From an optimization exercise on the open Yosys and OpenROAD flow, aimed at small area; shortcuts taken in it are not production practice.
In this exercise RTL edits were held to simulation tests only and were not proved equivalent to the original.
Power figures rest on the tool's default switching activity, not on a simulated workload.

== oak ==
==> flow/design.v (excerpt) <==
module ecb (
    input  wire        clk,
    input  wire        rst,         
    input  wire        in_valid,
    input  wire [7:0]  in_data,
    input  wire        in_last,
    output wire        in_ready,
    output reg         done,
    output reg  [3:0]  status,
    output reg  [63:0] rdata
);
    localparam [3:0] O_NOP = 4'd0, O_RD = 4'd1, O_VER = 4'd2, O_ILL = 4'd3,
                     O_BLD = 4'd4, O_BLDT = 4'd5, O_STA = 4'd6, O_SETTH = 4'd7,
                     O_INIT = 4'd8, O_SMP = 4'd9, O_CLS = 4'd10;
    reg  [3:0]   ph;           
    reg          clr;          
    reg  [4:0]   k;            
    reg  [3:0]   op;
    reg  [7:0]   b1;           
    reg          pend, run;
    reg  [11:0]  acc;
    reg          cy;
    reg          cmp_dec, cmp_lt, wrx;    
    reg          veq, bad_opc, nanf, mnz;
    reg          base_valid, delta_valid, wrap_rx, wrap_tx, th_valid;
    reg  [127:0] bs;    
    reg  [127:0] dl;    
    reg  [127:0] fa;    
    reg  [31:0]  th;    
    reg  [63:0]  sg;    
    wire [7:0] bs_m  = bs[127:120];
    wire [7:0] dl_m  = dl[127:120];
    wire [7:0] fa_m  = fa[127:120];
    wire [7:0] fa_j1 = fa[15:8];
    wire [7:0] th_m  = th[31:24];
    wire [7:0] sg_m  = sg[63:56];
    wire [7:0] rr_m  = rdata[7:0];
    wire [7:0] rr_c1 = rdata[55:48];
    wire [7:0] rr_c5 = rdata[23:16];    
    wire       pm2_hi     = (ph[3] && ph[2:1] != 2'b00) || (ph[3:1] == 3'b000);    
    wire [7:0] stage_main = ph[3]  ? sg_m      : rr_m;       
    wire [7:0] stage_j1   = pm2_hi ? sg[15:8]  : rr_c1;      
    function [3:0] opdec;
        input [7:0] b;
        case (b)
  ...
For scale: about 1900 cells after synthesis, about 600 flip-flops, ~82 I/O pins, ~0.019 mm² of cells after synthesis.
export LEC_CHECK = 0
export ABC_AREA = 1
export CAP_MARGIN = 20
export CORE_MARGIN = 2
export CORE_UTILIZATION = 40
export SLEW_MARGIN = 20
create_clock -name core_clock -period 10.0 [get_ports {clk}]
standard.sh (not shown) runs the stock make flow with config.mk's settings and CLKGATE_MAP_FILE= SYNTH_SCRIPT=/design/flow/synth_recipe.tcl, a recipe that flattens the netlist after the stock synthesis.
==> flow/flow/run.sh <==
#!/bin/bash
# The standard ORFS layout (the standard.sh) with these changes:
#  - every input and output port is still buffered, with the smallest buffer cell;
#  - clock tree synthesis uses fixed sink clustering and no dummy loads;
set -euo pipefail
export BUFFER_PORTS_ARGS="-buffer_cell sky130_fd_sc_hd__buf_1"
export CTS_ARGS="-sink_clustering_enable -repair_clock_nets -buf_list sky130_fd_sc_hd__clkbuf_4 -sink_clustering_size 10 -sink_clustering_max_diameter 40 -dont_use_dummy_load"
bash standard.sh > standard_flow.log 2>&1
oak was carried through to the last stage, and its layout satisfied the timing, design-rule and antenna checks.
Input-level comparison between pine and oak:
--- a/flow/flow/run.sh
+++ b/flow/flow/run.sh
@@ -4,2 +4,3 @@
 #  - clock tree synthesis uses fixed sink clustering and no dummy loads;
+#  - after global routing, cells on paths with slack are downsized (power recovery).
 set -euo pipefail
@@ -7,2 +8,3 @@
 export CTS_ARGS="-sink_clustering_enable -repair_clock_nets -buf_list sky130_fd_sc_hd__clkbuf_4 -sink_clustering_size 10 -sink_clustering_max_diameter 40 -dont_use_dummy_load"
+export RECOVER_POWER=100
 bash standard.sh > standard_flow.log 2>&1
[summary]
- No crash in pine: every stage finished, but the layout fails its final checks due to capacitance limit, slew limit.
- Register-to-register setup slack delta for pine relative to oak: 0.02 ns lower
- Sort pine and oak by sequential share of layout area, ascending, and oak comes first.
- In the flow results for pine and oak, the count of final max-slew check failures is smaller on oak.
- STATUS number of violations reported at the end of detailed-routing iteration 0: pine wins against oak
- In the metrics for pine and oak, the one carrying the higher worst endpoint data arrival time is pine.
- Any difference in clock power share between pine and oak is small enough to ignore.
- pine and oak ended up with roughly the same routed wire length.
Inputs modified between pine and birch:
==> flow/flow/run.sh <==
#!/bin/bash
# The standard ORFS layout (the standard.sh) with these changes:
#  - every input and output port is still buffered, with the smallest buffer cell;
#  - clock tree synthesis uses fixed sink clustering and no dummy loads;
set -euo pipefail
export BUFFER_PORTS_ARGS="-buffer_cell sky130_fd_sc_hd__buf_1"
export CTS_ARGS="-sink_clustering_enable -repair_clock_nets -buf_list sky130_fd_sc_hd__clkbuf_4 -sink_clustering_size 12 -sink_clustering_max_diameter 45 -dont_use_dummy_load"
bash standard.sh > standard_flow.log 2>&1
--- outcome ---
- Every run in birch and pine closed cleanly, with the single exception of pine.
- What the final checks of pine revealed, after a flow that finished every stage, was a layout that fails on capacitance limit, slew limit.
- In the flow results for birch and pine, the maximum ir drop on the vdd rail is larger on birch.
- Total power density per cell area ended up about 1% lower on birch than on pine.
- Via count of the first global-routing pass (birch vs. pine) decreases slightly
- Depth of the worst register-to-register path came out exactly the same in birch and pine.
- On multi-input logic area: birch sits above pine.
- Shortest period the worst path allows delta (birch − pine): favourable
- On detailed-route wire length, birch and pine are basically level.
- Post-route cell area delta (pine -> birch): insignificant
- pine and birch ended up with roughly the same utilization.
- Lower number of max-slew violations in the final report goes to birch over pine.
- In birch, TritonCTS buffer count is lower than in pine.
For maple, these inputs were changed with respect to birch:
--- a/flow/flow/run.sh
+++ b/flow/flow/run.sh
@@ -6,3 +6,3 @@
 export BUFFER_PORTS_ARGS="-buffer_cell sky130_fd_sc_hd__buf_1"
-export CTS_ARGS="-sink_clustering_enable -repair_clock_nets -buf_list sky130_fd_sc_hd__clkbuf_4 -sink_clustering_size 12 -sink_clustering_max_diameter 45 -dont_use_dummy_load"
+export CTS_ARGS="-sink_clustering_enable -repair_clock_nets -buf_list sky130_fd_sc_hd__clkbuf_16 -sink_clustering_size 30 -sink_clustering_max_diameter 60 -dont_use_dummy_load"
 bash standard.sh > standard_flow.log 2>&1
Notes after the runs:
maple: flow completed, timing, DRC and antenna clean
Comparing birch and maple, post-layout minimum cycle time is higher on birch.
birch has a higher wire length of the first global-routing pass than maple.
In maple, the post-route total power came out 7.0% above the value in birch.
Edits applied to the flow inputs when going from maple to cedar:
==> flow/flow/run.sh <==
#!/bin/bash
# The standard ORFS layout (the standard.sh) with these changes:
#  - every input and output port is still buffered, with the smallest buffer cell;
#  - clock tree synthesis uses fixed sink clustering and no dummy loads;
#  - after global routing, cells on paths with slack are downsized (power recovery).
set -euo pipefail
export BUFFER_PORTS_ARGS="-buffer_cell sky130_fd_sc_hd__buf_1"
export CTS_ARGS="-sink_clustering_enable -repair_clock_nets -buf_list sky130_fd_sc_hd__clkbuf_8 -sink_clustering_size 18 -sink_clustering_max_diameter 50 -dont_use_dummy_load"
export RECOVER_POWER=100
bash standard.sh > standard_flow.log 2>&1
## What came out
cedar: all stages done; final checks FAILED (capacitance limit, slew limit).
maple and cedar ended up with roughly the same biggest cell delay along the critical path.
Compared with maple, cedar shows a lower relative area of clock buffers and inverters in the final design.
cedar vs maple — power in the clock group dropped 15%.
Comparing cedar against maple, there is no change at all in sequential area share after synthesis.
maple → cedar: number of cells produced by synthesis held; length of routed met2 wiring shows a reduction of about 0.4%.

separate check: timing with driven ports:
No port has a modelled driver above. Below, the same layouts with a new extraction and two added sets of constraints. Step 1 (the two cells are an assumption about what drives the block):
set clk [get_ports {clk}]
set_driving_cell -lib_cell sky130_fd_sc_hd__clkbuf_16 $clk
set_driving_cell -lib_cell sky130_fd_sc_hd__buf_2 [delete_from_list [all_inputs] $clk]
Step 2 times the ports against the registers' clock, not the clock port: input delays grow and output delays shrink by t, the midpoint of the rising clock arrivals with the driver on. a / b / c = no drivers / after step 1 / after step 2; a / b = the first two.
| run | t, ns | setup WS [ns] | latest minus earliest clock arrival (ns) | worst register clock-pin slew, ns | cell pins on the clock port's net |
|---|---|---|---|---|---|
| oak | 0.830 | 3.439 / 3.439 / 3.439 | 0.109 / 0.109 | 0.11 / 0.11 | 1 |
| pine | 0.830 | 3.422 / 3.422 / 3.422 | 0.106 / 0.105 | 0.10 / 0.10 | 1 |
| birch | 0.829 | 3.450 / 3.450 / 3.450 | 0.116 / 0.115 | 0.12 / 0.12 | 1 |
| maple | 0.594 | 3.508 / 3.508 / 3.508 | 0.114 / 0.114 | 0.10 / 0.10 | 1 |
| cedar | 0.669 | 3.396 / 3.396 / 3.396 | 0.091 / 0.091 | 0.10 / 0.10 | 1 |
